What follows belongs to an exercise in optimizing a design on an open flow for small area, a short achievable clock period and few clock cycles per item; a production flow would make more cautious choices. The RTL was checked by simulation tests, not by an equivalence proof against the original design. Power is estimated from default activity; no workload was simulated.

## juniper
## obs_sio
module obs_sio (
    input  wire         clk,
    input  wire         rst,
    input  wire         cmd_valid,
    input  wire [71:0]  cmd,
    output wire         cmd_ready,
    output reg          rsp_valid,
    output wire [39:0]  rsp,
    output reg          bus_valid,
    output reg          bus_we,
    output reg  [31:0]  bus_addr,
    output wire [31:0]  bus_wdata,
    input  wire         bus_ready,
    input  wire [31:0]  bus_rdata,
    output reg  [161:0] pin_func,
    output reg  [107:0] pin_pull,
    output reg          uart_enable,
    output reg  [1:0]   uart_cntl,
    output reg  [1:0]   uart_lcr,
    output reg  [15:0]  uart_baud
);
    localparam [31:0] UART_DATA_ADDR = 32'hFE215040;
    localparam [31:0] UART_LSR_ADDR  = 32'hFE215054;
    function [31:0] sreg_addr;
        input integer i;
        begin
            case (i)
                0: sreg_addr = 32'hFE200000;  1: sreg_addr = 32'hFE200004;
                2: sreg_addr = 32'hFE200008;  3: sreg_addr = 32'hFE20000C;
                4: sreg_addr = 32'hFE200010;  5: sreg_addr = 32'hFE200014;
                6: sreg_addr = 32'hFE20001C;  7: sreg_addr = 32'hFE200020;
                8: sreg_addr = 32'hFE200028;  9: sreg_addr = 32'hFE20002C;
                10: sreg_addr = 32'hFE2000E4; 11: sreg_addr = 32'hFE2000E8;
                12: sreg_addr = 32'hFE2000EC; 13: sreg_addr = 32'hFE2000F0;
                14: sreg_addr = 32'hFE215004; 15: sreg_addr = 32'hFE215044;
                16: sreg_addr = 32'hFE21504C; 17: sreg_addr = 32'hFE215050;
                18: sreg_addr = 32'hFE215060; default: sreg_addr = 32'hFE215068;
            endcase
        end
    endfunction
    reg        busy;                  
    reg        rdy;                   
    reg        st_ext;                
    reg        st_dl;                 
    reg        st_dp;                 
    reg        st_dw;                 
    reg        st_tl;                 
    reg        st_td;                 
    reg        st_lf;                 
    reg        k_dr, k_try, k_wrb;    
    reg        lf;                    
    reg        rsp_s0, rsp_ill;       
    reg [31:0] dat;                   
  ...
Size in the first run: about 3500 cells after synthesis, ~1300 flip-flops, ~510 I/O pins, roughly 0.053 mm2 of cells after synthesis.
export LEC_CHECK = 0
export ABC_CLOCK_PERIOD_IN_PS = 3500
export CAP_MARGIN = 20
export CORE_MARGIN = 2
export CORE_UTILIZATION = 35
export SETUP_SLACK_MARGIN = 3.5
export SLEW_MARGIN = 20
create_clock -name core_clock -period 7.0 [get_ports {clk}]
standard.sh (not shown) runs the stock make flow with config.mk's settings and CLKGATE_MAP_FILE= SYNTH_SCRIPT=/design/flow/synth_recipe.tcl, a recipe that flattens the netlist after the stock synthesis.
==> flow/flow/run.sh <==
#!/bin/bash
set -euo pipefail
export BUFFER_PORTS_ARGS="-buffer_cell sky130_fd_sc_hd__buf_2"
bash standard.sh > flow_make.log 2>&1
Testbench counts of juniper, summed over its fixed seeds: cycles 37,465, commands 12,000.
Input changes introduced in quartz (baseline for comparison: juniper):
# juniper
export LEC_CHECK = 0
export ABC_CLOCK_PERIOD_IN_PS = 3500
export CAP_MARGIN = 20
export CORE_MARGIN = 2
export CORE_UTILIZATION = 35
export SETUP_SLACK_MARGIN = 3.5
export SLEW_MARGIN = 20
create_clock -name core_clock -period 7.0 [get_ports {clk}]
# quartz
export LEC_CHECK = 0
export ABC_AREA = 1
export CAP_MARGIN = 20
export CORE_MARGIN = 2
export CORE_UTILIZATION = 50
export CTS_BUF_LIST = sky130_fd_sc_hd__clkbuf_4 sky130_fd_sc_hd__clkbuf_8
export SETUP_SLACK_MARGIN = 3.8
export SLEW_MARGIN = 20
create_clock -name core_clock -period 7.0 [get_ports {clk}]
Notes after the runs:
- Clock tree skew after final layout: quartz vs juniper down 0.010 ns
- Changes observed in quartz relative to juniper: relative area change from synthesis to final layout decreased 2.9 points, pre-CTS setup slack increased 0.58 ns, core utilization increased 17 points, logic gate share of total power increased 0.2 points.
- Of quartz and juniper, the higher total half-perimeter wirelength after legalization and detailed placement belongs to quartz.
- Clock share of power was higher in juniper than in quartz.
- For highest cell delay on the worst timing path, juniper and quartz come out practically identical.
Input changes introduced in zinc (baseline for comparison: quartz):
# quartz
export LEC_CHECK = 0
export ABC_AREA = 1
export CAP_MARGIN = 20
export CORE_MARGIN = 2
export CORE_UTILIZATION = 50
export CTS_BUF_LIST = sky130_fd_sc_hd__clkbuf_4 sky130_fd_sc_hd__clkbuf_8
export SETUP_SLACK_MARGIN = 3.8
export SLEW_MARGIN = 20
create_clock -name core_clock -period 7.0 [get_ports {clk}]
# zinc
export LEC_CHECK = 0
export CAP_MARGIN = 20
export CORE_MARGIN = 2
export CORE_UTILIZATION = 50
export CTS_BUF_LIST = sky130_fd_sc_hd__clkbuf_4 sky130_fd_sc_hd__clkbuf_8
export SETUP_SLACK_MARGIN = 3.8
export SLEW_MARGIN = 20
create_clock -name core_clock -period 7.0 [get_ports {clk}]
==> run notes <==
zinc finished every step from synthesis to the final layout, and the layout passed the timing, design-rule and antenna checks. Horizontal die dimension in zinc is about 3% below quartz. Compared with quartz, zinc shows summed instance area of the synthesized netlist that has gone down by a few percent. Sequential power of zinc is on par with quartz. Of zinc and quartz, it is zinc that has the higher non-clock buffer count. Most common cell after layout, fill and taps aside: sky130_fd_sc_hd__edfxtp_1 -> zinc, sky130_fd_sc_hd__nand2_1 -> quartz.
[inputs] maple vs zinc
# zinc
export LEC_CHECK = 0
export CAP_MARGIN = 20
export CORE_MARGIN = 2
export CORE_UTILIZATION = 50
export CTS_BUF_LIST = sky130_fd_sc_hd__clkbuf_4 sky130_fd_sc_hd__clkbuf_8
export SETUP_SLACK_MARGIN = 3.8
export SLEW_MARGIN = 20
create_clock -name core_clock -period 7.0 [get_ports {clk}]
# maple
export LEC_CHECK = 0
export ABC_CLOCK_PERIOD_IN_PS = 2500
export CAP_MARGIN = 20
export CORE_MARGIN = 2
export CORE_UTILIZATION = 35
export SETUP_SLACK_MARGIN = 4.0
export SLEW_MARGIN = 20
export TNS_END_PERCENT = 10
create_clock -name core_clock -period 7.0 [get_ports {clk}]
Results
- sky130_fd_sc_hd__nor3_2 as the highest-delay cell along the critical path was reported by maple, and sky130_fd_sc_hd__nor2_1 by zinc.
- maple vs zinc on core area: maple is the higher one.
- cmd[37] as the critical path launch point was reported by maple, and cmd[66] by zinc.
- maple against zinc: wire length up about 9%, overall track demand over capacity in global routing now sits lower, total power per unit cell area increased by 0.84% relative to the old numbers, global-route wire length before repair rose about 6%, worst relative slew slack lost 1.8 points.
- maple vs zinc — count of clock-buffer cells in the layout dropped by more than a quarter
- Final-stage net count went up slightly going from zinc to maple.
Inputs modified between maple and onyx:
# maple
export LEC_CHECK = 0
export ABC_CLOCK_PERIOD_IN_PS = 2500
export CAP_MARGIN = 20
export CORE_MARGIN = 2
export CORE_UTILIZATION = 35
export SETUP_SLACK_MARGIN = 4.0
export SLEW_MARGIN = 20
export TNS_END_PERCENT = 10
create_clock -name core_clock -period 7.0 [get_ports {clk}]
# onyx
export LEC_CHECK = 0
export CAP_MARGIN = 20
export CORE_MARGIN = 2
export CORE_UTILIZATION = 55
export CTS_BUF_LIST = sky130_fd_sc_hd__clkbuf_4 sky130_fd_sc_hd__clkbuf_8
export SETUP_SLACK_MARGIN = 3.8
export SLEW_MARGIN = 20
create_clock -name core_clock -period 7.0 [get_ports {clk}]
==> flow/flow/run.sh <==
#!/bin/bash
set -euo pipefail
export BUFFER_PORTS_ARGS="-buffer_cell sky130_fd_sc_hd__buf_1"
bash standard.sh > flow_make.log 2>&1
Notes after the runs:
onyx finished every stage and its layout cleared the timing, design-rule and antenna checks.
Taking maple as the reference point, the met1 layer wirelength in the final routing of onyx falls by 8.4%.
The number of core rows in onyx sits 20% below the value recorded for maple.
Relative to maple, the number of global-route vias before repair measured on onyx has increased by a few percent.

obs_sio again, from the RTL that the note above started with.
Settings: LEC_CHECK=0, CAP_MARGIN=20, CORE_MARGIN=2, CORE_UTILIZATION=45, CTS_BUF_LIST=sky130_fd_sc_hd__clkbuf_4 sky130_fd_sc_hd__clkbuf_8, SETUP_SLACK_MARGIN=3.9, SLEW_MARGIN=20; clock period 7.0 ns.
==> flow/flow/run.sh <==
#!/bin/bash
set -euo pipefail
export BUFFER_PORTS_ARGS="-buffer_cell sky130_fd_sc_hd__buf_1"
bash standard.sh > flow_make.log 2>&1
The baseline completed without violations.
Testbench counts at the start, summed over its fixed seeds: cycles 37,465, commands 12,000.
Then changed:
==> flow/flow/run.sh (replaced) <==
#!/bin/bash
set -euo pipefail
export BUFFER_PORTS_ARGS="-buffer_cell sky130_fd_sc_hd__buf_2"
bash standard.sh > flow_make.log 2>&1
ABC_CLOCK_PERIOD_IN_PS = 1800   (was not set)
CORE_UTILIZATION = 35   (was 45)
CTS_BUF_LIST = not set   (was sky130_fd_sc_hd__clkbuf_4 sky130_fd_sc_hd__clkbuf_8)
SETUP_SLACK_MARGIN = 3.8   (was 3.9)
Global-route usage came out lower by 7.4 points.
Routed wire length is lower by 0.70%.
Die area rose by 28%.
Non-clock buffer count went down by 105.
Final area stays flat.
Clock power goes up by 14%.
Via count fell by 3.9%.
Total power increases by 5.1%.
Then changed:
==> flow/flow/run.sh (replaced) <==
#!/bin/bash
set -euo pipefail
export BUFFER_PORTS_ARGS="-buffer_cell sky130_fd_sc_hd__buf_1"
bash standard.sh > flow_make.log 2>&1
ABC_AREA = 1   (was not set)
ABC_CLOCK_PERIOD_IN_PS = not set   (was 1800)
CORE_UTILIZATION = 50   (was 35)
CTS_BUF_LIST = sky130_fd_sc_hd__clkbuf_4 sky130_fd_sc_hd__clkbuf_8   (was not set)
Clock skew hardly moves.
Global-route usage rose by 10 points.
Die area fell by 25%.
Final cell count rose by 22%.
Sequential cell count is unchanged.
Final area is about the same.
Total power fell by about 5.3%.
Setup slack is better by 0.12 ns.
Area after synthesis rose by 6.1%.

port drivers added, routing unchanged:
How much do the figures lean on ideal ports? The routed layouts below were timed once more, with nothing changed but the port constraints.
Step 1 sets driving cells, clkbuf_16 on the clock port and buf_2 on the other inputs (assumed; they add their load-dependent delay and slew).
Step 2, shift: input delay + t, output delay - t, t = (earliest + latest rising clock arrival at the registers) / 2. This alone moves slack from input paths to output paths.
Three values: no drivers, after step 1, after step 2; two values: the first two.
| run | t, ns | setup slack, ns | worst register clock-pin slew, ns | cell pins on the clock port's net |
|---|---|---|---|---|
| juniper | 0.861 | 3.316 / 3.374 / 2.513 | 0.07 / 0.07 | 1 |
| quartz | 1.000 | 3.702 / 3.726 / 2.763 | 0.07 / 0.07 | 1 |
| zinc | 0.976 | 3.569 / 3.596 / 2.620 | 0.07 / 0.07 | 1 |
| maple | 0.844 | 3.470 / 3.504 / 2.660 | 0.07 / 0.07 | 1 |
| onyx | 0.978 | 3.580 / 3.612 / 2.634 | 0.07 / 0.07 | 1 |
| the first run of note 2 | 0.973 | 3.526 / 3.551 / 2.577 | 0.08 / 0.08 | 1 |
| the second run of note 2 | 0.849 | 3.555 / 3.613 / 2.764 | 0.07 / 0.07 | 1 |
| the third run of note 2 | 0.991 | 3.678 / 3.670 / 2.679 | 0.07 / 0.07 | 1 |
After both steps every run listed still meets setup and hold. For the third run of note 2, which loses most, drivers alone change the setup slack by -0.008 ns; drivers and shift together by -0.999 ns.
